From an optimization exercise on the open Yosys and OpenROAD flow, aimed at small area, a short achievable clock period and few clock cycles per item; shortcuts taken in it are not production practice. At most, simulation tests tie the RTL to the original design; equivalence was not proved. The RTL of run 3 was laid out without a check of its function.

`design/flow/flow/run.sh`:
```
#!/bin/bash
# The standard layout, with timing repair aiming for extra setup slack and
# plain buffers (instead of delay cells) on the ports.
set -euo pipefail
bash standard.sh SETUP_SLACK_MARGIN=8.6 "BUFFER_PORTS_ARGS=-buffer_cell sky130_fd_sc_hd__buf_2" finish > standard_flow.log 2>&1
```
`design/flow/standard.sh`:
```
#!/bin/bash
# synth_recipe.tcl (not shown) runs the flow's synth.tcl, then flattens the netlist and writes it again
# the make line also repeats each setting of config.mk as NAME=value (left out here)
make -C /OpenROAD-flow-scripts/flow DESIGN_CONFIG=/design/flow/config.mk WORK_HOME=/design/flow/orfs CLKGATE_MAP_FILE= SYNTH_SCRIPT=/design/flow/synth_recipe.tcl "${@:-finish}"
```
`design/flow/config.mk`:
```
export PLATFORM = sky130hd
export DESIGN_NAME = txmod_shaper
export DESIGN_NICKNAME = txmod_shaper
export VERILOG_FILES = /design/flow/design.v
export SDC_FILE = /design/flow/constraint.sdc
export NUM_CORES = 4
export LEC_CHECK = 0
export ABC_AREA = 1
export CAP_MARGIN = 20
export CORE_MARGIN = 2
export CORE_UTILIZATION = 40
export CTS_BUF_LIST = sky130_fd_sc_hd__clkbuf_8
export PLACE_DENSITY = 0.6
export SLEW_MARGIN = 20
```
`design/flow/constraint.sdc`:
```
create_clock -name core_clock -period 12.0 [get_ports {clk}]
set_input_delay 2.4000 -clock core_clock [delete_from_list [all_inputs] [get_ports {clk}]]
set_output_delay 2.4000 -clock core_clock [all_outputs]
set_load 0.01 [all_outputs]
```
`design/flow/design.v`:
```
module txmod_shaper (
    input  wire        clk,
    input  wire        rst,           
    input  wire        in_valid,
    output wire        in_ready,
    input  wire [7:0]  in_byte,
    input  wire        in_lodev,      
    output reg         out_valid,
    input  wire        out_ready,
    output reg  [15:0] out_sample
);
    function signed [26:0] tab0;
        input [5:0] i;
        begin
            case (i)
                6'd0: tab0 = -27'sd131750;
                6'd1: tab0 =  27'sd131750;
                6'd2: tab0 = -27'sd65875;
                6'd3: tab0 =  27'sd65875;
                6'd4: tab0 = -27'sd395250;
                6'd5: tab0 =  27'sd395250;
                6'd6: tab0 = -27'sd197625;
                6'd7: tab0 =  27'sd197625;
                6'd8: tab0 =  27'sd264750;
                6'd9: tab0 = -27'sd264750;
                6'd10: tab0 =  27'sd132375;
                6'd11: tab0 = -27'sd132375;
                6'd12: tab0 =  27'sd794250;
                6'd13: tab0 = -27'sd794250;
                6'd14: tab0 =  27'sd397125;
                6'd15: tab0 = -27'sd397125;
                6'd16: tab0 =  27'sd639750;
                6'd17: tab0 = -27'sd639750;
                6'd18: tab0 =  27'sd319875;
                6'd19: tab0 = -27'sd319875;
                6'd20: tab0 =  27'sd1919250;
                6'd21: tab0 = -27'sd1919250;
                6'd22: tab0 =  27'sd959625;
                6'd23: tab0 = -27'sd959625;
                6'd24: tab0 =  27'sd797000;
                6'd25: tab0 = -27'sd797000;
                6'd26: tab0 =  27'sd398500;
                6'd27: tab0 = -27'sd398500;
                6'd28: tab0 =  27'sd2391000;
                6'd29: tab0 = -27'sd2391000;
                6'd30: tab0 =  27'sd1195500;
                6'd31: tab0 = -27'sd1195500;
                6'd32: tab0 =  27'sd595250;
                6'd33: tab0 = -27'sd595250;
                6'd34: tab0 =  27'sd297625;
                6'd35: tab0 = -27'sd297625;
                6'd36: tab0 =  27'sd1785750;
                6'd37: tab0 = -27'sd1785750;
                6'd38: tab0 =  27'sd892875;
                6'd39: tab0 = -27'sd892875;
                6'd40: tab0 =  27'sd595250;
                6'd41: tab0 = -27'sd595250;
                6'd42: tab0 =  27'sd297625;
                6'd43: tab0 = -27'sd297625;
                6'd44: tab0 =  27'sd1785750;
                6'd45: tab0 = -27'sd1785750;
                6'd46: tab0 =  27'sd892875;
                6'd47: tab0 = -27'sd892875;
                6'd48: tab0 =  27'sd595250;
                6'd49: tab0 = -27'sd595250;
                6'd50: tab0 =  27'sd297625;
                6'd51: tab0 = -27'sd297625;
                6'd52: tab0 =  27'sd1785750;
                6'd53: tab0 = -27'sd1785750;
                6'd54: tab0 =  27'sd892875;
                6'd55: tab0 = -27'sd892875;
                6'd56: tab0 =  27'sd595250;
                6'd57: tab0 = -27'sd595250;
                6'd58: tab0 =  27'sd297625;
                6'd59: tab0 = -27'sd297625;
                6'd60: tab0 =  27'sd1785750;
                6'd61: tab0 = -27'sd1785750;
                6'd62: tab0 =  27'sd892875;
                6'd63: tab0 = -27'sd892875;
            endcase
        end
    endfunction
    function signed [26:0] tab1;
        input [5:0] i;
        begin
            case (i)
                6'd0: tab1 =  27'sd28000;
                6'd1: tab1 = -27'sd28000;
                6'd2: tab1 =  27'sd14000;
                6'd3: tab1 = -27'sd14000;
                6'd4: tab1 =  27'sd84000;
                6'd5: tab1 = -27'sd84000;
                6'd6: tab1 =  27'sd42000;
                6'd7: tab1 = -27'sd42000;
                6'd8: tab1 = -27'sd738000;
                6'd9: tab1 =  27'sd738000;
                6'd10: tab1 = -27'sd369000;
                6'd11: tab1 =  27'sd369000;
                6'd12: tab1 = -27'sd2214000;
                6'd13: tab1 =  27'sd2214000;
                6'd14: tab1 = -27'sd1107000;
                6'd15: tab1 =  27'sd1107000;
                6'd16: tab1 = -27'sd1392000;
                6'd17: tab1 =  27'sd1392000;
                6'd18: tab1 = -27'sd696000;
                6'd19: tab1 =  27'sd696000;
                6'd20: tab1 = -27'sd4176000;
                6'd21: tab1 =  27'sd4176000;
                6'd22: tab1 = -27'sd2088000;
                6'd23: tab1 =  27'sd2088000;
                6'd24: tab1 = -27'sd1572500;
                6'd25: tab1 =  27'sd1572500;
                6'd26: tab1 = -27'sd786250;
                6'd27: tab1 =  27'sd786250;
                6'd28: tab1 = -27'sd4717500;
                6'd29: tab1 =  27'sd4717500;
                6'd30: tab1 = -27'sd2358750;
                6'd31: tab1 =  27'sd2358750;
                6'd32: tab1 = -27'sd999500;
                6'd33: tab1 =  27'sd999500;
                6'd34: tab1 = -27'sd499750;
                6'd35: tab1 =  27'sd499750;
                6'd36: tab1 = -27'sd2998500;
                6'd37: tab1 =  27'sd2998500;
                6'd38: tab1 = -27'sd1499250;
                6'd39: tab1 =  27'sd1499250;
                6'd40: tab1 = -27'sd999500;
                6'd41: tab1 =  27'sd999500;
                6'd42: tab1 = -27'sd499750;
                6'd43: tab1 =  27'sd499750;
                6'd44: tab1 = -27'sd2998500;
                6'd45: tab1 =  27'sd2998500;
                6'd46: tab1 = -27'sd1499250;
                6'd47: tab1 =  27'sd1499250;
                6'd48: tab1 = -27'sd999500;
                6'd49: tab1 =  27'sd999500;
                6'd50: tab1 = -27'sd499750;
                6'd51: tab1 =  27'sd499750;
                6'd52: tab1 = -27'sd2998500;
                6'd53: tab1 =  27'sd2998500;
                6'd54: tab1 = -27'sd1499250;
                6'd55: tab1 =  27'sd1499250;
                6'd56: tab1 = -27'sd999500;
                6'd57: tab1 =  27'sd999500;
                6'd58: tab1 = -27'sd499750;
                6'd59: tab1 =  27'sd499750;
                6'd60: tab1 = -27'sd2998500;
                6'd61: tab1 =  27'sd2998500;
                6'd62: tab1 = -27'sd1499250;
                6'd63: tab1 =  27'sd1499250;
            endcase
        end
    endfunction
    function signed [26:0] tab2;
        input [5:0] i;
        begin
            case (i)
                6'd0: tab2 =  27'sd404750;
                6'd1: tab2 = -27'sd404750;
                6'd2: tab2 =  27'sd202375;
                6'd3: tab2 = -27'sd202375;
                6'd4: tab2 =  27'sd1214250;
                6'd5: tab2 = -27'sd1214250;
                6'd6: tab2 =  27'sd607125;
                6'd7: tab2 = -27'sd607125;
                6'd8: tab2 =  27'sd2454000;
                6'd9: tab2 = -27'sd2454000;
                6'd10: tab2 =  27'sd1227000;
                6'd11: tab2 = -27'sd1227000;
                6'd12: tab2 =  27'sd7362000;
                6'd13: tab2 = -27'sd7362000;
                6'd14: tab2 =  27'sd3681000;
                6'd15: tab2 = -27'sd3681000;
                6'd16: tab2 =  27'sd4725500;
                6'd17: tab2 = -27'sd4725500;
                6'd18: tab2 =  27'sd2362750;
                6'd19: tab2 = -27'sd2362750;
                6'd20: tab2 =  27'sd14176500;
                6'd21: tab2 = -27'sd14176500;
                6'd22: tab2 =  27'sd7088250;
                6'd23: tab2 = -27'sd7088250;
                6'd24: tab2 =  27'sd6674750;
                6'd25: tab2 = -27'sd6674750;
                6'd26: tab2 =  27'sd3337375;
                6'd27: tab2 = -27'sd3337375;
                6'd28: tab2 =  27'sd20024250;
                6'd29: tab2 = -27'sd20024250;
                6'd30: tab2 =  27'sd10012125;
                6'd31: tab2 = -27'sd10012125;
                6'd32: tab2 =  27'sd7799250;
                6'd33: tab2 = -27'sd7799250;
                6'd34: tab2 =  27'sd3899625;
                6'd35: tab2 = -27'sd3899625;
                6'd36: tab2 =  27'sd23397750;
                6'd37: tab2 = -27'sd23397750;
                6'd38: tab2 =  27'sd11698875;
                6'd39: tab2 = -27'sd11698875;
                6'd40: tab2 =  27'sd7799250;
                6'd41: tab2 = -27'sd7799250;
                6'd42: tab2 =  27'sd3899625;
                6'd43: tab2 = -27'sd3899625;
                6'd44: tab2 =  27'sd23397750;
                6'd45: tab2 = -27'sd23397750;
                6'd46: tab2 =  27'sd11698875;
                6'd47: tab2 = -27'sd11698875;
                6'd48: tab2 =  27'sd7799250;
                6'd49: tab2 = -27'sd7799250;
                6'd50: tab2 =  27'sd3899625;
                6'd51: tab2 = -27'sd3899625;
                6'd52: tab2 =  27'sd23397750;
                6'd53: tab2 = -27'sd23397750;
                6'd54: tab2 =  27'sd11698875;
                6'd55: tab2 = -27'sd11698875;
                6'd56: tab2 =  27'sd7799250;
                6'd57: tab2 = -27'sd7799250;
                6'd58: tab2 =  27'sd3899625;
                6'd59: tab2 = -27'sd3899625;
                6'd60: tab2 =  27'sd23397750;
                6'd61: tab2 = -27'sd23397750;
                6'd62: tab2 =  27'sd11698875;
                6'd63: tab2 = -27'sd11698875;
            endcase
        end
    endfunction
    function signed [26:0] tab3;
        input [5:0] i;
        begin
            case (i)
                6'd0: tab3 = 27'd83296722;
                6'd1: tab3 = 27'd67698222;
                6'd2: tab3 = 27'd79397097;
                6'd3: tab3 = 27'd71597847;
                6'd4: tab3 = 27'd98895222;
                6'd5: tab3 = 27'd52099722;
                6'd6: tab3 = 27'd87196347;
                6'd7: tab3 = 27'd63798597;
                6'd8: tab3 = 27'd82172222;
                6'd9: tab3 = 27'd68822722;
                6'd10: tab3 = 27'd78834847;
                6'd11: tab3 = 27'd72160097;
                6'd12: tab3 = 27'd95521722;
                6'd13: tab3 = 27'd55473222;
                6'd14: tab3 = 27'd85509597;
                6'd15: tab3 = 27'd65485347;
                6'd16: tab3 = 27'd80222972;
                6'd17: tab3 = 27'd70771972;
                6'd18: tab3 = 27'd77860222;
                6'd19: tab3 = 27'd73134722;
                6'd20: tab3 = 27'd89673972;
                6'd21: tab3 = 27'd61320972;
                6'd22: tab3 = 27'd82585722;
                6'd23: tab3 = 27'd68409222;
                6'd24: tab3 = 27'd77951472;
                6'd25: tab3 = 27'd73043472;
                6'd26: tab3 = 27'd76724472;
                6'd27: tab3 = 27'd74270472;
                6'd28: tab3 = 27'd82859472;
                6'd29: tab3 = 27'd68135472;
                6'd30: tab3 = 27'd79178472;
                6'd31: tab3 = 27'd71816472;
                6'd32: tab3 = 27'd75902222;
                6'd33: tab3 = 27'd75092722;
                6'd34: tab3 = 27'd75699847;
                6'd35: tab3 = 27'd75295097;
                6'd36: tab3 = 27'd76711722;
                6'd37: tab3 = 27'd74283222;
                6'd38: tab3 = 27'd76104597;
                6'd39: tab3 = 27'd74890347;
                6'd40: tab3 = 27'd75902222;
                6'd41: tab3 = 27'd75092722;
                6'd42: tab3 = 27'd75699847;
                6'd43: tab3 = 27'd75295097;
                6'd44: tab3 = 27'd76711722;
                6'd45: tab3 = 27'd74283222;
                6'd46: tab3 = 27'd76104597;
                6'd47: tab3 = 27'd74890347;
                6'd48: tab3 = 27'd75902222;
                6'd49: tab3 = 27'd75092722;
                6'd50: tab3 = 27'd75699847;
                6'd51: tab3 = 27'd75295097;
                6'd52: tab3 = 27'd76711722;
                6'd53: tab3 = 27'd74283222;
                6'd54: tab3 = 27'd76104597;
                6'd55: tab3 = 27'd74890347;
                6'd56: tab3 = 27'd75902222;
                6'd57: tab3 = 27'd75092722;
                6'd58: tab3 = 27'd75699847;
                6'd59: tab3 = 27'd75295097;
                6'd60: tab3 = 27'd76711722;
                6'd61: tab3 = 27'd74283222;
                6'd62: tab3 = 27'd76104597;
                6'd63: tab3 = 27'd74890347;
            endcase
        end
    endfunction
    function signed [26:0] tab4;
        input [5:0] i;
        begin
            case (i)
                6'd0: tab4 = -27'sd999500;
                6'd1: tab4 =  27'sd999500;
                6'd2: tab4 = -27'sd499750;
                6'd3: tab4 =  27'sd499750;
                6'd4: tab4 = -27'sd2998500;
                6'd5: tab4 =  27'sd2998500;
                6'd6: tab4 = -27'sd1499250;
                6'd7: tab4 =  27'sd1499250;
                6'd8: tab4 = -27'sd1572500;
                6'd9: tab4 =  27'sd1572500;
                6'd10: tab4 = -27'sd786250;
                6'd11: tab4 =  27'sd786250;
                6'd12: tab4 = -27'sd4717500;
                6'd13: tab4 =  27'sd4717500;
                6'd14: tab4 = -27'sd2358750;
                6'd15: tab4 =  27'sd2358750;
                6'd16: tab4 = -27'sd1392000;
                6'd17: tab4 =  27'sd1392000;
                6'd18: tab4 = -27'sd696000;
                6'd19: tab4 =  27'sd696000;
                6'd20: tab4 = -27'sd4176000;
                6'd21: tab4 =  27'sd4176000;
                6'd22: tab4 = -27'sd2088000;
                6'd23: tab4 =  27'sd2088000;
                6'd24: tab4 = -27'sd738000;
                6'd25: tab4 =  27'sd738000;
                6'd26: tab4 = -27'sd369000;
                6'd27: tab4 =  27'sd369000;
                6'd28: tab4 = -27'sd2214000;
                6'd29: tab4 =  27'sd2214000;
                6'd30: tab4 = -27'sd1107000;
                6'd31: tab4 =  27'sd1107000;
                6'd32: tab4 =  27'sd28000;
                6'd33: tab4 = -27'sd28000;
                6'd34: tab4 =  27'sd14000;
                6'd35: tab4 = -27'sd14000;
                6'd36: tab4 =  27'sd84000;
                6'd37: tab4 = -27'sd84000;
                6'd38: tab4 =  27'sd42000;
                6'd39: tab4 = -27'sd42000;
                6'd40: tab4 =  27'sd28000;
                6'd41: tab4 = -27'sd28000;
                6'd42: tab4 =  27'sd14000;
                6'd43: tab4 = -27'sd14000;
                6'd44: tab4 =  27'sd84000;
                6'd45: tab4 = -27'sd84000;
                6'd46: tab4 =  27'sd42000;
                6'd47: tab4 = -27'sd42000;
                6'd48: tab4 =  27'sd28000;
                6'd49: tab4 = -27'sd28000;
                6'd50: tab4 =  27'sd14000;
                6'd51: tab4 = -27'sd14000;
                6'd52: tab4 =  27'sd84000;
                6'd53: tab4 = -27'sd84000;
                6'd54: tab4 =  27'sd42000;
                6'd55: tab4 = -27'sd42000;
                6'd56: tab4 =  27'sd28000;
                6'd57: tab4 = -27'sd28000;
                6'd58: tab4 =  27'sd14000;
                6'd59: tab4 = -27'sd14000;
                6'd60: tab4 =  27'sd84000;
                6'd61: tab4 = -27'sd84000;
                6'd62: tab4 =  27'sd42000;
                6'd63: tab4 = -27'sd42000;
            endcase
        end
    endfunction
    function signed [26:0] tab5;
        input [5:0] i;
        begin
            case (i)
                6'd0: tab5 =  27'sd595250;
                6'd1: tab5 = -27'sd595250;
                6'd2: tab5 =  27'sd297625;
                6'd3: tab5 = -27'sd297625;
                6'd4: tab5 =  27'sd1785750;
                6'd5: tab5 = -27'sd1785750;
                6'd6: tab5 =  27'sd892875;
                6'd7: tab5 = -27'sd892875;
                6'd8: tab5 =  27'sd797000;
                6'd9: tab5 = -27'sd797000;
                6'd10: tab5 =  27'sd398500;
                6'd11: tab5 = -27'sd398500;
                6'd12: tab5 =  27'sd2391000;
                6'd13: tab5 = -27'sd2391000;
                6'd14: tab5 =  27'sd1195500;
                6'd15: tab5 = -27'sd1195500;
                6'd16: tab5 =  27'sd639750;
                6'd17: tab5 = -27'sd639750;
                6'd18: tab5 =  27'sd319875;
                6'd19: tab5 = -27'sd319875;
                6'd20: tab5 =  27'sd1919250;
                6'd21: tab5 = -27'sd1919250;
                6'd22: tab5 =  27'sd959625;
                6'd23: tab5 = -27'sd959625;
                6'd24: tab5 =  27'sd264750;
                6'd25: tab5 = -27'sd264750;
                6'd26: tab5 =  27'sd132375;
                6'd27: tab5 = -27'sd132375;
                6'd28: tab5 =  27'sd794250;
                6'd29: tab5 = -27'sd794250;
                6'd30: tab5 =  27'sd397125;
                6'd31: tab5 = -27'sd397125;
                6'd32: tab5 = -27'sd131750;
                6'd33: tab5 =  27'sd131750;
                6'd34: tab5 = -27'sd65875;
                6'd35: tab5 =  27'sd65875;
                6'd36: tab5 = -27'sd395250;
                6'd37: tab5 =  27'sd395250;
                6'd38: tab5 = -27'sd197625;
                6'd39: tab5 =  27'sd197625;
                6'd40: tab5 = -27'sd131750;
                6'd41: tab5 =  27'sd131750;
                6'd42: tab5 = -27'sd65875;
                6'd43: tab5 =  27'sd65875;
                6'd44: tab5 = -27'sd395250;
                6'd45: tab5 =  27'sd395250;
                6'd46: tab5 = -27'sd197625;
                6'd47: tab5 =  27'sd197625;
                6'd48: tab5 = -27'sd131750;
                6'd49: tab5 =  27'sd131750;
                6'd50: tab5 = -27'sd65875;
                6'd51: tab5 =  27'sd65875;
                6'd52: tab5 = -27'sd395250;
                6'd53: tab5 =  27'sd395250;
                6'd54: tab5 = -27'sd197625;
                6'd55: tab5 =  27'sd197625;
                6'd56: tab5 = -27'sd131750;
                6'd57: tab5 =  27'sd131750;
                6'd58: tab5 = -27'sd65875;
                6'd59: tab5 =  27'sd65875;
                6'd60: tab5 = -27'sd395250;
                6'd61: tab5 =  27'sd395250;
                6'd62: tab5 = -27'sd197625;
                6'd63: tab5 =  27'sd197625;
            endcase
        end
    endfunction
    function [2*27-1:0] csa;
        input [26:0] a, b, c;
        begin
            csa[26:0] = a ^ b ^ c;
            csa[2*27-1:27] = {(a[25:0] & b[25:0]) | (a[25:0] & c[25:0]) | (b[25:0] & c[25:0]), 1'b0};
        end
    endfunction
    reg  [7:0] cur_byte;              
    reg        cur_lodev;
    reg        in_rdy;                
    wire       have = !in_rdy;
    reg  [1:0] sidx;                  
    reg        act;                   
    reg  [2:0] phase;                 
    reg  [2:0] x;                     
    reg  [2:0] h  [1:5];              
    reg  [5:1] hv;                    
    assign in_ready = in_rdy;
    reg  [1:0] nd;
    always @(*) begin
        case (sidx)
            2'd0: nd = cur_byte[7:6];
            2'd1: nd = cur_byte[5:4];
            2'd2: nd = cur_byte[3:2];
            default: nd = cur_byte[1:0];
        endcase
    end
    wire [2:0] ncode = {nd[0], cur_lodev, nd[1]};
    reg signed [26:0] t0, t1, t2, t3, t4, t5;
    reg signed [26:0] u0, u1, u2, u3, u4, u5;
    reg [26:0] s1, c1, s2, c2, s3, c3, s4, c4;
    always @(*) begin
        u0 = tab0({phase, x});
        t0 = {4'd0, ~u0[22], u0[21:0]};
        u1 = hv[1] ? tab1({phase, h[1]}) : 27'sd0;
        t1 = {3'd0, ~u1[23], u1[22:0]};
        u2 = hv[2] ? tab2({phase, h[2]}) : 27'sd0;
        t2 = {1'd0, ~u2[25], u2[24:0]};
        t3 = hv[3] ? tab3({phase, h[3]}) : 27'd75497472;
        u4 = hv[4] ? tab4({phase, h[4]}) : 27'sd0;
        t4 = {3'd0, ~u4[23], u4[22:0]};
        u5 = hv[5] ? tab5({phase, h[5]}) : 27'sd0;
        t5 = {4'd0, ~u5[22], u5[21:0]};
        {c1, s1} = csa(t2, t3, t4);
        {c2, s2} = csa(t0, t1, t5);
        {c3, s3} = csa(s1, c1, s2);
    end
    reg  [26:0] pa, pb, pd;
    reg         pv;
    reg  [26:0] qs, qc;
    always @(*) {qc, qs} = csa(pa, pb, pd);
    wire [26:0] sh_g0 = qs & qc;
    wire [26:0] sh_p0 = qs ^ qc;
    wire sh_G1 = sh_g0[1] | (sh_p0[1] & sh_g0[0]);
    wire sh_P1 = sh_p0[1] & sh_p0[0];
    wire sh_G2 = sh_g0[3] | (sh_p0[3] & sh_g0[2]);
    wire sh_P2 = sh_p0[3] & sh_p0[2];
    wire sh_G3 = sh_g0[5] | (sh_p0[5] & sh_g0[4]);
    wire sh_P3 = sh_p0[5] & sh_p0[4];
    wire sh_G4 = sh_g0[7] | (sh_p0[7] & sh_g0[6]);
    wire sh_P4 = sh_p0[7] & sh_p0[6];
    wire sh_G5 = sh_g0[9] | (sh_p0[9] & sh_g0[8]);
    wire sh_P5 = sh_p0[9] & sh_p0[8];
    wire sh_G6 = sh_g0[11] | (sh_p0[11] & sh_g0[10]);
    wire sh_P6 = sh_p0[11] & sh_p0[10];
    wire sh_G7 = sh_g0[13] | (sh_p0[13] & sh_g0[12]);
    wire sh_P7 = sh_p0[13] & sh_p0[12];
    wire sh_G8 = sh_g0[15] | (sh_p0[15] & sh_g0[14]);
    wire sh_P8 = sh_p0[15] & sh_p0[14];
    wire sh_G9 = sh_g0[17] | (sh_p0[17] & sh_g0[16]);
    wire sh_P9 = sh_p0[17] & sh_p0[16];
    wire sh_G10 = sh_g0[19] | (sh_p0[19] & sh_g0[18]);
    wire sh_P10 = sh_p0[19] & sh_p0[18];
    wire sh_G11 = sh_g0[21] | (sh_p0[21] & sh_g0[20]);
    wire sh_P11 = sh_p0[21] & sh_p0[20];
    wire sh_G12 = sh_g0[23] | (sh_p0[23] & sh_g0[22]);
    wire sh_P12 = sh_p0[23] & sh_p0[22];
    wire sh_G13 = sh_g0[25] | (sh_p0[25] & sh_g0[24]);
    wire sh_P13 = sh_p0[25] & sh_p0[24];
    wire sh_G14 = sh_G2 | (sh_P2 & sh_G1);
    wire sh_P14 = sh_P2 & sh_P1;
    wire sh_G15 = sh_G4 | (sh_P4 & sh_G3);
    wire sh_P15 = sh_P4 & sh_P3;
    wire sh_G16 = sh_G6 | (sh_P6 & sh_G5);
    wire sh_P16 = sh_P6 & sh_P5;
    wire sh_G17 = sh_G8 | (sh_P8 & sh_G7);
    wire sh_P17 = sh_P8 & sh_P7;
    wire sh_G18 = sh_G10 | (sh_P10 & sh_G9);
    wire sh_P18 = sh_P10 & sh_P9;
    wire sh_G19 = sh_G12 | (sh_P12 & sh_G11);
    wire sh_P19 = sh_P12 & sh_P11;
    wire sh_G20 = sh_G15 | (sh_P15 & sh_G14);
    wire sh_P20 = sh_P15 & sh_P14;
    wire sh_G21 = sh_G17 | (sh_P17 & sh_G16);
    wire sh_P21 = sh_P17 & sh_P16;
    wire sh_G22 = sh_G19 | (sh_P19 & sh_G18);
    wire sh_P22 = sh_P19 & sh_P18;
    wire sh_G23 = sh_G21 | (sh_P21 & sh_G20);
    wire sh_P23 = sh_P21 & sh_P20;
    wire sh_G24 = sh_G22 | (sh_P22 & sh_G23);
    wire sh_P24 = sh_P22 & sh_P23;
    wire sh_G25 = sh_G16 | (sh_P16 & sh_G20);
    wire sh_P25 = sh_P16 & sh_P20;
    wire sh_G26 = sh_G18 | (sh_P18 & sh_G23);
    wire sh_P26 = sh_P18 & sh_P23;
    wire sh_G27 = sh_G3 | (sh_P3 & sh_G14);
    wire sh_P27 = sh_P3 & sh_P14;
    wire sh_G28 = sh_G5 | (sh_P5 & sh_G20);
    wire sh_P28 = sh_P5 & sh_P20;
    wire sh_G29 = sh_G7 | (sh_P7 & sh_G25);
    wire sh_P29 = sh_P7 & sh_P25;
    wire sh_G30 = sh_G9 | (sh_P9 & sh_G23);
    wire sh_P30 = sh_P9 & sh_P23;
    wire sh_G31 = sh_G11 | (sh_P11 & sh_G26);
    wire sh_P31 = sh_P11 & sh_P26;
    wire sh_G32 = sh_G13 | (sh_P13 & sh_G24);
    wire sh_P32 = sh_P13 & sh_P24;
    wire sh_G33 = sh_g0[2] | (sh_p0[2] & sh_G1);
    wire sh_P33 = sh_p0[2] & sh_P1;
    wire sh_G34 = sh_g0[4] | (sh_p0[4] & sh_G14);
    wire sh_P34 = sh_p0[4] & sh_P14;
    wire sh_G35 = sh_g0[6] | (sh_p0[6] & sh_G27);
    wire sh_P35 = sh_p0[6] & sh_P27;
    wire sh_G36 = sh_g0[8] | (sh_p0[8] & sh_G20);
    wire sh_P36 = sh_p0[8] & sh_P20;
    wire sh_G37 = sh_g0[10] | (sh_p0[10] & sh_G28);
    wire sh_P37 = sh_p0[10] & sh_P28;
    wire sh_G38 = sh_g0[12] | (sh_p0[12] & sh_G25);
    wire sh_P38 = sh_p0[12] & sh_P25;
    wire sh_G39 = sh_g0[14] | (sh_p0[14] & sh_G29);
    wire sh_P39 = sh_p0[14] & sh_P29;
    wire sh_G40 = sh_g0[16] | (sh_p0[16] & sh_G23);
    wire sh_P40 = sh_p0[16] & sh_P23;
    wire sh_G41 = sh_g0[18] | (sh_p0[18] & sh_G30);
    wire sh_P41 = sh_p0[18] & sh_P30;
    wire sh_G42 = sh_g0[20] | (sh_p0[20] & sh_G26);
    wire sh_P42 = sh_p0[20] & sh_P26;
    wire sh_G43 = sh_g0[22] | (sh_p0[22] & sh_G31);
    wire sh_P43 = sh_p0[22] & sh_P31;
    wire sh_G44 = sh_g0[24] | (sh_p0[24] & sh_G24);
    wire sh_P44 = sh_p0[24] & sh_P24;
    wire sh_G45 = sh_g0[26] | (sh_p0[26] & sh_G32);
    wire sh_P45 = sh_p0[26] & sh_P32;
    wire [16:0] sh = {sh_p0[26] ^ sh_G32, sh_p0[25] ^ sh_G44, sh_p0[24] ^ sh_G24, sh_p0[23] ^ sh_G43, sh_p0[22] ^ sh_G31, sh_p0[21] ^ sh_G42, sh_p0[20] ^ sh_G26, sh_p0[19] ^ sh_G41, sh_p0[18] ^ sh_G30, sh_p0[17] ^ sh_G40, sh_p0[16] ^ sh_G23, sh_p0[15] ^ sh_G39, sh_p0[14] ^ sh_G29, sh_p0[13] ^ sh_G38, sh_p0[12] ^ sh_G25, sh_p0[11] ^ sh_G37, sh_p0[10] ^ sh_G28};
    wire [15:0] sample = (sh[16] != sh[15]) ? {sh[16], {15{!sh[16]}}} : sh[15:0];
    wire en      = !out_valid || out_ready;    
    wire last    = (phase == 3'd4);
    wire sym_end = act && last;                
    wire acc     = in_valid && in_rdy;         
    wire take1   = have && (!act || last);     
    wire take0   = have && !act;               
    wire take    = en ? take1 : take0;
    wire [2:0] phase1 = !act ? phase : last ? 3'd0 : phase + 3'd1;
    always @(posedge clk) begin
        if (rst) begin
            in_rdy    <= 1'b1;
            act       <= 1'b0;
            sidx      <= 2'd0;
            phase     <= 3'd0;
            hv        <= 5'd0;
            out_valid <= 1'b0;
            pv        <= 1'b0;
        end else begin
            if (en) begin
                pv        <= act;
                out_valid <= pv;
                phase     <= phase1;
                act       <= take1 || (act && !last);
                if (sym_end)
                    hv <= {hv[4:1], 1'b1};
            end else begin
                act       <= act || have;
            end
            if (acc) begin
                in_rdy <= 1'b0;
                sidx   <= 2'd0;
            end else if (take) begin
                sidx <= sidx + 2'd1;
                if (sidx == 2'd3)
                    in_rdy <= 1'b1;
            end
        end
    end
    always @(posedge clk) begin
        if (acc) begin
            cur_byte  <= in_byte;
            cur_lodev <= in_lodev;
        end
        if (en) begin
            pa         <= s3;
            pb         <= c3;
            pd         <= c2;
            out_sample <= sample;
        end
        if (en && sym_end) begin
            h[5] <= h[4];
            h[4] <= h[3];
            h[3] <= h[2];
            h[2] <= h[1];
            h[1] <= x;
        end
        if (take)
            x <= ncode;
    end
endmodule
```
==> results of run 1 <==
-- layout make-up --
type                    instances  area, um2
clock inverters                15        156
well taps                     378        473
flip-flops and latches        132       3830
multi-input cells             923       6790
inverters                     190        727
clock buffers                  17        234
fillers                      2719      14900
repair buffers                 71        551
repair inverters                3       22.5
-- registers in the layout, indices dropped and copies added (netlist names) --
| register | flops |
|---|---|
| pa | 26 |
| pb | 26 |
| pd | 23 |
| out_sample | 16 |
| h | 15 |
| cur_byte | 8 |
| hv | 5 |
| phase | 3 |
| x | 3 |
| sidx | 2 |
| act | 1 |
| cur_lodev | 1 |
| in_rdy | 1 |
| out_valid | 1 |
| pv | 1 |
-- repair_timing --
action                                 4_1_cts  5_1_grt
setup endpoints to repair                  158       75
resized for setup                           49       70
setup buffers                               20       12
gates cloned                                 6        0
endpoints found under the hold margin        0        0
pin swaps                                    7       15
-- per-stage QoR --
step	instance area (um2)	worst slack [ps]
finish	12800	8590
global route	12800	8550
CTS	12400	8540
detailed placement	11700	7670
global placement	11700	7750
floorplan	11200	7460
-- path summary, 6_finish.rpt --
| kind | depth (start not counted) | end | startpoint | slack [ps] |
|---|---|---|---|---|
| max | 12 | pa[5] | h[2][0] | 8590 |
| min | 0 | x[1] | cur_lodev | 450 |
| max reg2reg | 12 | pa[5] | h[2][0] | 8590 |
| min reg2reg | 0 | x[1] | cur_lodev | 450 |
-- cell families (layout without fill, tap and decap cells) --
logic type      after synthesis  count (layout)
compound gates              333             333
xor+xnor                     11              11
fa+ha+maj                   149             149
buf+inv                     252             296
flops                       132             132
mux                           2               2
simple gates                425             428
-- worst max-delay path, stage by stage (launching register included) --
cell	delay, ps
edfxtp_1	520
inv_4	100
ha_4	320
nand2_1	100
o21ai_2	140
inv_2	110
nor2_2	140
inv_1	120
nand3_1	80
a21oi_1	90
a211oi_2	360
fa_2	580
fa_1	470
-- metal layers --
layer / GRT usage / up-vias
met5: 0 / -
li1: - / 4496
met1: 0.360 / 4782
met2: 0.417 / 645
met3: 0.0488 / 155
met4: 0.114 / 0
-- layout by cell type, fill, tap and decap left out, types with 4 or more instances in the layout --
master / n
o22ai_1: 7
a21oi_1: 96
buf_2: 27
nor3_1: 11
inv_8: 5
nand4_1: 7
nor2_1: 103
a21oi_2: 12
fa_1: 96
clkbuf_8: 18
o21ai_1: 13
nand2_1: 231
a311oi_1: 4
edfxtp_1: 118
a211oi_2: 4
o221ai_1: 4
clkinvlp_4: 6
nor2_2: 13
nand2_4: 5
o21ai_0: 97
inv_2: 6
ha_4: 4
inv_6: 5
buf_6: 5
o21ai_2: 7
o31ai_1: 11
inv_1: 180
buf_4: 32
a221oi_2: 4
nand3_1: 37
nand2_2: 11
o211ai_1: 13
a311oi_2: 5
ha_1: 44
a221oi_1: 13
xnor2_1: 7
a211oi_1: 9
a31oi_1: 15
dfxtp_1: 11
==> flow_summary.json, run 1 <==
{
  "status": "complete, no violations",
  "clockRootBuffer": "clkbuf_8",
  "hpwl_um": 26900,
  "dr_wl_met2_um": 17000,
  "cap_viol_max_count": 0,
  "clk_pin_slew_ps": 110,
  "synth_edf_count": 118,
  "drc_errors": 0,
  "wirelength_met1_um": 15500,
  "synthTopCellsByArea": "edfxtp_1, fa_1, nand2_1",
  "cts_buffers": 17,
  "postCtsHoldBufs": 0,
  "synth_nets": 1466,
  "syn_inst": 1304,
  "die_area_um2": 29400,
  "die_x_um": 171,
  "io_buffers": 30,
  "drt_pre_antenna_iters": 7,
  "via_per_inst": 5.83,
  "cp-start-kind": "flip-flop",
  "clk_latency_ps": 470,
  "yosysUniqueCellTypes": 49,
  "drtIter0Drc": 1417,
  "antenna_found_initial": 0,
  "yosysMostFrequentCell": "nand2_1",
  "wl_per_cell_um": 22.0,
  "htree_levels": 4,
  "netlist_area_um2": 11200,
  "crit_type": "reg2reg",
  "die_h_um": 171,
  "drv_slew": 0,
  "initial_core_util": 0.405,
  "finish.utilization": 0.461,
  "grt_max_degree": 80,
  "muxShareOfSynthArea": 0.00178,
  "crit_arrival_ps": 3610,
  "grt_pass1_wl_um": 57600,
  "final.setup.tns_ps": 0,
  "wl_um": 38000,
  "syn_to_final_growth_pct": 14.0,
  "yosys.area.top_type": "edfxtp_1",
  "clkSinkCount": 132,
  "synth-simple-area-share": 0.154,
  "dp_cells": 1659,
  "worst-path-max-fanout": 6,
  "io_pins": 31,
  "synth.yosys.warnings": 2,
  "ant_nets": 0,
  "antenna_cells": 0,
  "fin_nets": 1500,
  "synthXorXnorAreaFrac": 0.00859,
  "highest-signal-layer": "met4",
  "coreArea_um2": 27700,
  "num_vias": 10100,
  "max_freq_mhz": 293,
  "grt_overflow": 0,
  "grt_pass1_vias": 9551,
  "synth_top_area_frac": 0.316,
  "seq_area_frac_synth": 0.341,
  "clockBufferDepth": 2,
  "maxSlewHeadroom": 0.284,
  "whs_ps": 447,
  "fin_skew_ps": 23.6,
  "min_period_ps": 3410,
  "stdcell_count": 1729,
  "synth-compound-area-share": 0.176,
  "ys_seq_elements": 132,
  "rsz0062_at_grt": "yes",
  "synth_common_cells": "nand2_1, inv_1, edfxtp_1",
  "drive_gt1_frac": 0.149,
  "synth_top_family_by_area": "adder cells",
  "synthFlopType": "edfxtp_1",
  "wl_met3_um": 3590,
  "worstHoldPathType": "reg2reg",
  "tightest_slew_ps": 1070,
  "hold_viol_final": 0,
  "async_flop_share": 0,
  "fin_crit_sh": 0.284,
  "finalSetupViolCount": 0,
  "routabilityCongestion": 1.01,
  "syn_avg_cell_area_um2": 8.60,
  "rows": 61,
  "cp-end-kind": "flip-flop",
  "crit_required_ps": 12210,
  "synth_adder_area_share": 0.232,
  "track_usage": 0.265,
  "cts_tree": "built"
}
Testbench counts, summed over its fixed seeds: cycles 38,432, samples 38,400.
==> run 2, diff against run 1 <==
--- a/design/flow/config.mk
+++ b/design/flow/config.mk
@@ -7,8 +7,8 @@
 export LEC_CHECK = 0
 export ABC_AREA = 1
-export CAP_MARGIN = 20
+export CAP_MARGIN = 0
 export CORE_MARGIN = 2
 export CORE_UTILIZATION = 40
 export CTS_BUF_LIST = sky130_fd_sc_hd__clkbuf_8
 export PLACE_DENSITY = 0.6
-export SLEW_MARGIN = 20
+export SLEW_MARGIN = 0
==> flow_summary.json, run 2 <==
{
  "async_flop_share": 0,
  "cpMaxStageDelayCell": "edfxtp_1",
  "cp_cell_sequence": "buf_6",
  "path_depth": 1,
  "cts_buffers": 17,
  "grt_pass1_wl_um": 58100,
  "synth_common_cells": "nand2_1, inv_1, edfxtp_1",
  "whs_ps": 455,
  "min_period_ps": 3390,
  "drt_pre_antenna_iters": 9,
  "synthTopCellsByArea": "edfxtp_1, fa_1, nand2_1",
  "rsz0062_at_grt": "yes",
  "ant_nets": 0,
  "crit_type": "reg2out",
  "synth.yosys.warnings": 2,
  "r2r-start": "h[2][0]",
  "cp-endpoint": "out_sample[15]",
  "rrSetupSlack_ps": 8640,
  "stdcell_count": 1732,
  "synth_top_area_frac": 0.316,
  "grt_max_degree": 80,
  "antenna_found_initial": 0,
  "num_vias": 10100,
  "fin_skew_ps": 26.5,
  "die_area_um2": 29400,
  "worstHoldPathType": "reg2reg",
  "crit_arrival_ps": 990,
  "drc_errors": 0,
  "clkSinkCount": 132,
  "largestRegisters": "pa (26), pb (26), pd (23)",
  "drive_gt1_frac": 0.151,
  "cap_viol_max_count": 0,
  "synth_edf_count": 118,
  "fin_crit_sh": 0.282,
  "die_h_um": 171,
  "crit_buf_inv": 1,
  "crit_family": "flip-flops",
  "grt_pass1_vias": 9543,
  "die_x_um": 171,
  "syn_to_final_growth_pct": 14.0,
  "maxSlewHeadroom": 0.167,
  "hold_viol_final": 0,
  "crit_path_start": "out_sample[15]",
  "clk_pin_slew_ps": 110,
  "synth_nets": 1466,
  "final_cell_mix": "nand2_1, inv_1, edfxtp_1",
  "finalSetupViolCount": 0,
  "wl_um": 38000,
  "rows": 61,
  "netlist_area_um2": 11200,
  "wl_per_cell_um": 21.9,
  "syn_avg_cell_area_um2": 8.60,
  "clk_latency_ps": 460,
  "hpwl_um": 26900,
  "crit_required_ps": 9600,
  "htree_levels": 4,
  "coreArea_um2": 27700,
  "final.setup.tns_ps": 0,
  "antenna_cells": 0,
  "seq_area_frac_synth": 0.341,
  "io_buffers": 30,
  "fin_nets": 1503,
  "initial_core_util": 0.405,
  "synthFlopType": "edfxtp_1",
  "tightest_slew_ps": 1220,
  "track_usage": 0.267,
  "yosysMostFrequentCell": "nand2_1",
  "final_common_cell": "nand2_1",
  "finish.utilization": 0.461,
  "postCtsHoldBufs": 0,
  "worst-path-max-fanout": 1,
  "cp-end-kind": "output port",
  "cts_tree": "built",
  "rr_worst_depth": 12,
  "r2r_end": "pa[5]",
  "cp-start-kind": "flip-flop",
  "via_per_inst": 5.83,
  "holdPathStages": 0,
  "dp_cells": 1659,
  "max_freq_mhz": 295,
  "slowest_delay_ps": 390,
  "drtIter0Drc": 1594,
  "yosys.area.top_type": "edfxtp_1",
  "yosysUniqueCellTypes": 49,
  "drv_slew": 0,
  "syn_inst": 1304,
  "grt_overflow": 0,
  "routabilityCongestion": 1.01,
  "clockBufferDepth": 2,
  "status": "complete, no violations",
  "ys_seq_elements": 132,
  "io_pins": 31,
  "clockRootBuffer": "clkbuf_8"
}
-- run 2: cell counts after synthesis --
No cell type changed its count.
-- run 2: metal layers --
metal,global-route usage,up-vias,part of all wire
li1,-,4499,-
met1,0.367,4772,0.40
met2,0.417,674,0.44
met3,0.0504,155,0.10
met4,0.110,0,0.051
met5,0,-,0
-- run 2: kinds of logic (layout without fill, tap and decap cells) --
kind of cell / after synthesis / count (layout) / share of synthesized area
muxes: 2 / 2 / 0.00178
DFF: 132 / 132 / 0.341
buffers and inverters: 252 / 299 / 0.0877
xor gates and xnor gates: 11 / 11 / 0.00859
and+or+nand+nor: 425 / 428 / 0.154
adders and majority gates: 149 / 149 / 0.232
AOI/OAI and AO/OA: 333 / 333 / 0.176
-- run 2: cell type report --
class	instances	area, um2
clock inverters	15	151
repair inverters	3	22.5
inverters	190	724
repair buffers	74	562
clock buffers	17	234
multi-input cells	923	6780
fillers	2708	14900
flip-flops and latches	132	3830
well taps	378	473
-- run 2: repair_timing --
action	CTS	global route
setup buffers	21	14
endpoints found under the setup margin	160	74
pin swaps	8	13
gates cloned	6	0
resized for setup	55	60
-- run 2: how the worst min path moves through the flow --
| stage | from | to | slack [ps] |
|---|---|---|---|
| after floorplan | cur_lodev | x[1] | 400 |
| after detailed placement | cur_lodev | x[1] | 430 |
| after CTS | cur_lodev | x[1] | 450 |
| final | cur_lodev | x[1] | 450 |
| after global placement | cur_lodev | x[1] | 430 |
| after global routing | cur_lodev | x[1] | 460 |
-- run 2: metrics by stage --
stage	cell area (um2)	setup WS [ps]
finish	12800	8610
global route	12800	8550
CTS	12500	8560
detailed placement	11700	7660
global placement	11700	7750
floorplan	11200	7460
==> run 3, diff against run 2 <==
==> design/flow/design.v (replaced) <==
module txmod_shaper (
    input  wire        clk,
    input  wire        rst,           
    input  wire        in_valid,
    output wire        in_ready,
    input  wire [7:0]  in_byte,
    input  wire        in_lodev,      
    output reg         out_valid,
    input  wire        out_ready,
    output reg  [15:0] out_sample
);
    localparam integer L    = 5;      
    localparam integer P    = 6;      
    localparam integer TAPS = L * P;
    function signed [15:0] level;
        input       lodev;
        input [1:0] dibit;
        begin
            if (!lodev) begin
                case (dibit)
                    2'd0: level =  16'sd8000;
                    2'd1: level =  16'sd24000;
                    2'd2: level = -16'sd8000;
                    default: level = -16'sd24000;
                endcase
            end else begin
                case (dibit)
                    2'd0: level =  16'sd4000;
                    2'd1: level =  16'sd12000;
                    2'd2: level = -16'sd4000;
                    default: level = -16'sd12000;
                endcase
            end
        end
    endfunction
    function signed [15:0] coef;
        input integer j;
        begin
            case (j)
                0:  coef = -16'sd527;
                1:  coef =  16'sd1059;
                2:  coef =  16'sd2559;
                3:  coef =  16'sd3188;
                4:  coef =  16'sd2381;
                5:  coef =  16'sd112;
                6:  coef = -16'sd2952;
                7:  coef = -16'sd5568;
                8:  coef = -16'sd6290;
                9:  coef = -16'sd3998;
                10: coef =  16'sd1619;
                11: coef =  16'sd9816;
                12: coef =  16'sd18902;
                13: coef =  16'sd26699;
                14: coef =  16'sd31197;
                15: coef =  16'sd31197;
                16: coef =  16'sd26699;
                17: coef =  16'sd18902;
                18: coef =  16'sd9816;
                19: coef =  16'sd1619;
                20: coef = -16'sd3998;
                21: coef = -16'sd6290;
                22: coef = -16'sd5568;
                23: coef = -16'sd2952;
                24: coef =  16'sd112;
                25: coef =  16'sd2381;
                26: coef =  16'sd3188;
                27: coef =  16'sd2559;
                28: coef =  16'sd1059;
                29: coef = -16'sd527;
                default: coef = 16'sd0;
            endcase
        end
    endfunction
    reg        busy;                  
    reg [7:0]  cur_byte;
    reg        cur_lodev;
    reg [1:0]  sym_idx;               
    reg [2:0]  phase;                 
    reg signed [15:0] hist [0:P-2];   
    assign in_ready = !busy;
    reg  [1:0]         dibit;
    reg  signed [15:0] x;
    reg  signed [15:0] w [0:P-1];
    reg  signed [34:0] acc;
    reg  signed [34:0] shifted;
    reg  signed [15:0] sample;
    integer k;
    always @(*) begin
        case (sym_idx)
            2'd0: dibit = cur_byte[7:6];
            2'd1: dibit = cur_byte[5:4];
            2'd2: dibit = cur_byte[3:2];
            default: dibit = cur_byte[1:0];
        endcase
        x = level(cur_lodev, dibit);
        w[0] = x;
        for (k = 1; k < P; k = k + 1)
            w[k] = hist[k-1];
        acc = 35'sd0;
        for (k = 0; k < P; k = k + 1)
            acc = acc + coef(phase + k * L) * w[k];
        shifted = acc >>> 15;
        if (shifted > 35'sd32767)
            sample = 16'sh7fff;
        else if (shifted < -35'sd32768)
            sample = 16'sh8000;
        else
            sample = shifted[15:0];
    end
    wire advance = busy && (!out_valid || out_ready);
    always @(posedge clk) begin
        if (rst) begin
            busy      <= 1'b0;
            cur_byte  <= 8'd0;
            cur_lodev <= 1'b0;
            sym_idx   <= 2'd0;
            phase     <= 3'd0;
            out_valid <= 1'b0;
            out_sample <= 16'd0;
            for (k = 0; k < P - 1; k = k + 1)
                hist[k] <= 16'sd0;
        end else begin
            if (advance) begin
                out_valid  <= 1'b1;
                out_sample <= sample;
                if (phase == L - 1) begin
                    phase <= 3'd0;
                    for (k = P - 2; k > 0; k = k - 1)
                        hist[k] <= hist[k-1];
                    hist[0] <= x;
                    sym_idx <= sym_idx + 2'd1;
                    if (sym_idx == 2'd3)
                        busy <= 1'b0;
                end else begin
                    phase <= phase + 3'd1;
                end
            end else if (out_valid && out_ready) begin
                out_valid <= 1'b0;
            end
            if (in_valid && !busy) begin
                busy      <= 1'b1;
                cur_byte  <= in_byte;
                cur_lodev <= in_lodev;
                sym_idx   <= 2'd0;
                phase     <= 3'd0;
            end
        end
    end
endmodule
==> design/flow/run.sh (new file) <==
#!/bin/bash
# synth_recipe.tcl (not shown) runs the flow's synth.tcl, then flattens the netlist and writes it again
# the make line also repeats each setting of config.mk as NAME=value (left out here)
make -C /OpenROAD-flow-scripts/flow DESIGN_CONFIG=/design/flow/config.mk WORK_HOME=/design/flow/orfs CLKGATE_MAP_FILE= SYNTH_SCRIPT=/design/flow/synth_recipe.tcl finish
==> design/flow/config.mk (replaced) <==
export PLATFORM = sky130hd
export DESIGN_NAME = txmod_shaper
export DESIGN_NICKNAME = txmod_shaper
export VERILOG_FILES = /design/flow/design.v
export SDC_FILE = /design/flow/constraint.sdc
export NUM_CORES = 4
export LEC_CHECK = 0
export CAP_MARGIN = 20
export CORE_MARGIN = 2
export CORE_UTILIZATION = 40
export PLACE_DENSITY = 0.6
export SLEW_MARGIN = 20
removed: design/flow/flow/run.sh
removed: design/flow/standard.sh
==> flow_summary.json, run 3 <==
{
  "status": "complete, no violations",
  "drive_gt1_frac": 0.0297,
  "cap_viol_max_count": 0,
  "tightest_slew_ps": 1160,
  "placed_area_um2": 48800,
  "fin_nets": 6658,
  "yosysUniqueCellTypes": 69,
  "yosysMostFrequentCell": "inv_1",
  "fin_area_um2": 49200,
  "track_usage": 0.223,
  "ys_seq_elements": 96,
  "num_vias": 31800,
  "synth_top_area_frac": 0.521,
  "cts_buffers": 9,
  "synth_common_cells": "inv_1, fa_1, nand2_1",
  "netlist_area_um2": 46600,
  "synth.yosys.warnings": 3,
  "drc_errors": 0,
  "crit_type": "reg2reg",
  "die_area_um2": 119000,
  "crit_required_ps": 12260,
  "grt_overflow": 0,
  "async_flop_share": 0,
  "synth_edf_count": 0,
  "crit_arrival_ps": 11590,
  "final.setup.tns_ps": 0,
  "wl_per_cell_um": 19.5,
  "grt_pass1_vias": 34900,
  "ant_nets": 0,
  "stdcell_count": 6479,
  "cts_tree": "built",
  "slowest_delay_ps": 650,
  "synthTopCellsByArea": "fa_1, ha_1, inv_1",
  "worstHoldPathType": "reg2reg",
  "max_freq_mhz": 88.3,
  "hold_viol_final": 0,
  "clkSinkCount": 96,
  "io_pins": 31,
  "rows": 125,
  "dp_cells": 6461,
  "wl_um": 126000,
  "seq_area_frac_synth": 0.0413,
  "rsz0062_at_grt": "no",
  "synth_nets": 6698,
  "coreArea_um2": 116000,
  "maxSlewHeadroom": 0.226,
  "die_x_um": 345,
  "drv_slew": 0,
  "grt_pass1_wl_um": 204000,
  "grtUsageMet1": 0.306,
  "drt_pre_antenna_iters": 6,
  "cp-end-kind": "flip-flop",
  "drtIter0Drc": 2012,
  "place_ws_ps": 435,
  "die_h_um": 345,
  "clockRootBuffer": "clkbuf_16",
  "fin_skew_ps": 28.1,
  "nFillCells": 11500,
  "hpwl_um": 111000,
  "htree_levels": 3,
  "io_buffers": 30,
  "cpMaxStageDelayCell": "a32oi_1",
  "min_period_ps": 11330,
  "clk_latency_ps": 410,
  "yosys.area.top_type": "fa_1",
  "routabilityCongestion": 0.936,
  "fin_crit_sh": 0.944,
  "syn_inst": 4989,
  "finish.utilization": 0.424,
  "clockBufferDepth": 2,
  "clk_pin_slew_ps": 80,
  "worst-path-max-fanout": 15,
  "finalSetupViolCount": 0,
  "antenna_found_initial": 1,
  "grt_util_met2": 0.376,
  "cp-start-kind": "flip-flop",
  "grt_max_degree": 55,
  "final_common_cell": "inv_1",
  "syn_to_final_growth_pct": 5.60,
  "via_per_inst": 4.91,
  "setup_ws_ps": 669,
  "use_met3": 0.0174,
  "syn_avg_cell_area_um2": 9.34,
  "crit_top_cell": "fa_1",
  "synthFlopType": "dfxtp_1",
  "initial_core_util": 0.402,
  "final_cell_mix": "inv_1, fa_1, nand2_1",
  "top_usage_layer": "met2"
}
-- run 3: cells by family (layout without fill, tap and decap cells) --
| group | after synthesis | in the layout | share of synthesized area |
|---|---|---|---|
| compound gates | 299 | 299 | 0.0402 |
| buf+inv | 1629 | 1594 | 0.132 |
| xor+xnor | 53 | 53 | 0.00996 |
| mux | 5 | 5 | 0.00110 |
| flops | 96 | 96 | 0.0413 |
| simple gates | 1209 | 1209 | 0.124 |
| other cells | 2 | 3 | 0.000161 |
| fa+ha+maj | 1696 | 1696 | 0.651 |
-- run 3: what timing repair did --
action                     in CTS  in global routing
gates resized for setup         0                  3
setup endpoints to repair       0                 15
hold buffers                    0                  0
setup buffers                   0                  1
-- run 3: metal layers --
layer	vias to the layer above	routed length (um)
li1	14300	-
met1	16600	53300
met2	871	62100
met3	124	6160
met4	0	4500
met5	-	0
-- run 3: area by class of cell --
class / instances / area, um2 / share of cell area
diodes: 1 / 2.50 / 0.0000509
clock buffers: 9 / 225 / 0.00458
clock inverters: 7 / 88.8 / 0.00181
inverters: 1452 / 5450 / 0.111
multi-input cells: 3264 / 38600 / 0.784
flip-flops and latches: 96 / 1920 / 0.0391
well taps: 1524 / 1910 / 0.0388
repair buffers: 126 / 1030 / 0.0210
-- run 3: critical path, delay by kind of cell, from the launching register on --
family                   cells  cell delay [ps]
AO/OA/AOI/OAI                7             1900
buffers and inverters       11             1070
adder cells (fa/ha/maj)     14             6170
AND/OR/NAND/NOR              6             1490
flip-flops                   1              400
XOR/XNOR                     1              170
-- run 3: path summary, 6_finish.rpt --
| kind | start | to | slack, ps | cells after the start |
|---|---|---|---|---|
| worst max-delay path | sym_idx[0] | out_sample[2] | 670 | 39 |
| worst min-delay path | cur_byte[0] | cur_byte[0] | 460 | 2 |
| worst max register to register | sym_idx[0] | out_sample[2] | 670 | 39 |
| worst min register to register | cur_byte[0] | cur_byte[0] | 460 | 2 |
-- run 3: stage by stage --
stage | hold WS, ps
floorplan | 433
finish | 463
detailed placement | 453
global placement | 448
global route | 487
CTS | 467

## port drivers added, routing unchanged
Ports are ideal in the flow. The routed layouts listed here were re-timed in OpenROAD.
Step 1 assumes that a clkbuf_16 drives the clock port and a buf_2 every other input.
Step 2 times the ports against the registers' clock, not the clock port: input delays grow and output delays shrink by t, the midpoint of the rising clock arrivals with the driver on.
Slacks: no drivers / after step 1 / after step 2; pairs: no drivers / after step 1.
| run | t, ns | setup slack, ns | worst setup path after step 2 | slew at the worst register clock pin (ns) | worst slew at a driven data input, ns |
|---|---|---|---|---|---|
| run 1 | 0.505 | 8.591 / 8.557 / 8.313 | input to register | 0.11 / 0.11 | 0.03 |
| run 2 | 0.498 | 8.614 / 8.568 / 8.327 | input to register | 0.11 / 0.11 | 0.03 |
| run 3 | 0.448 | 0.669 / 0.669 / 0.669 | register to register | 0.10 / 0.10 | 0.08 |
After both steps setup and hold are still met in every run listed. For run 2, which loses most, drivers alone change the setup slack by -0.046 ns; drivers and shift together by -0.287 ns.
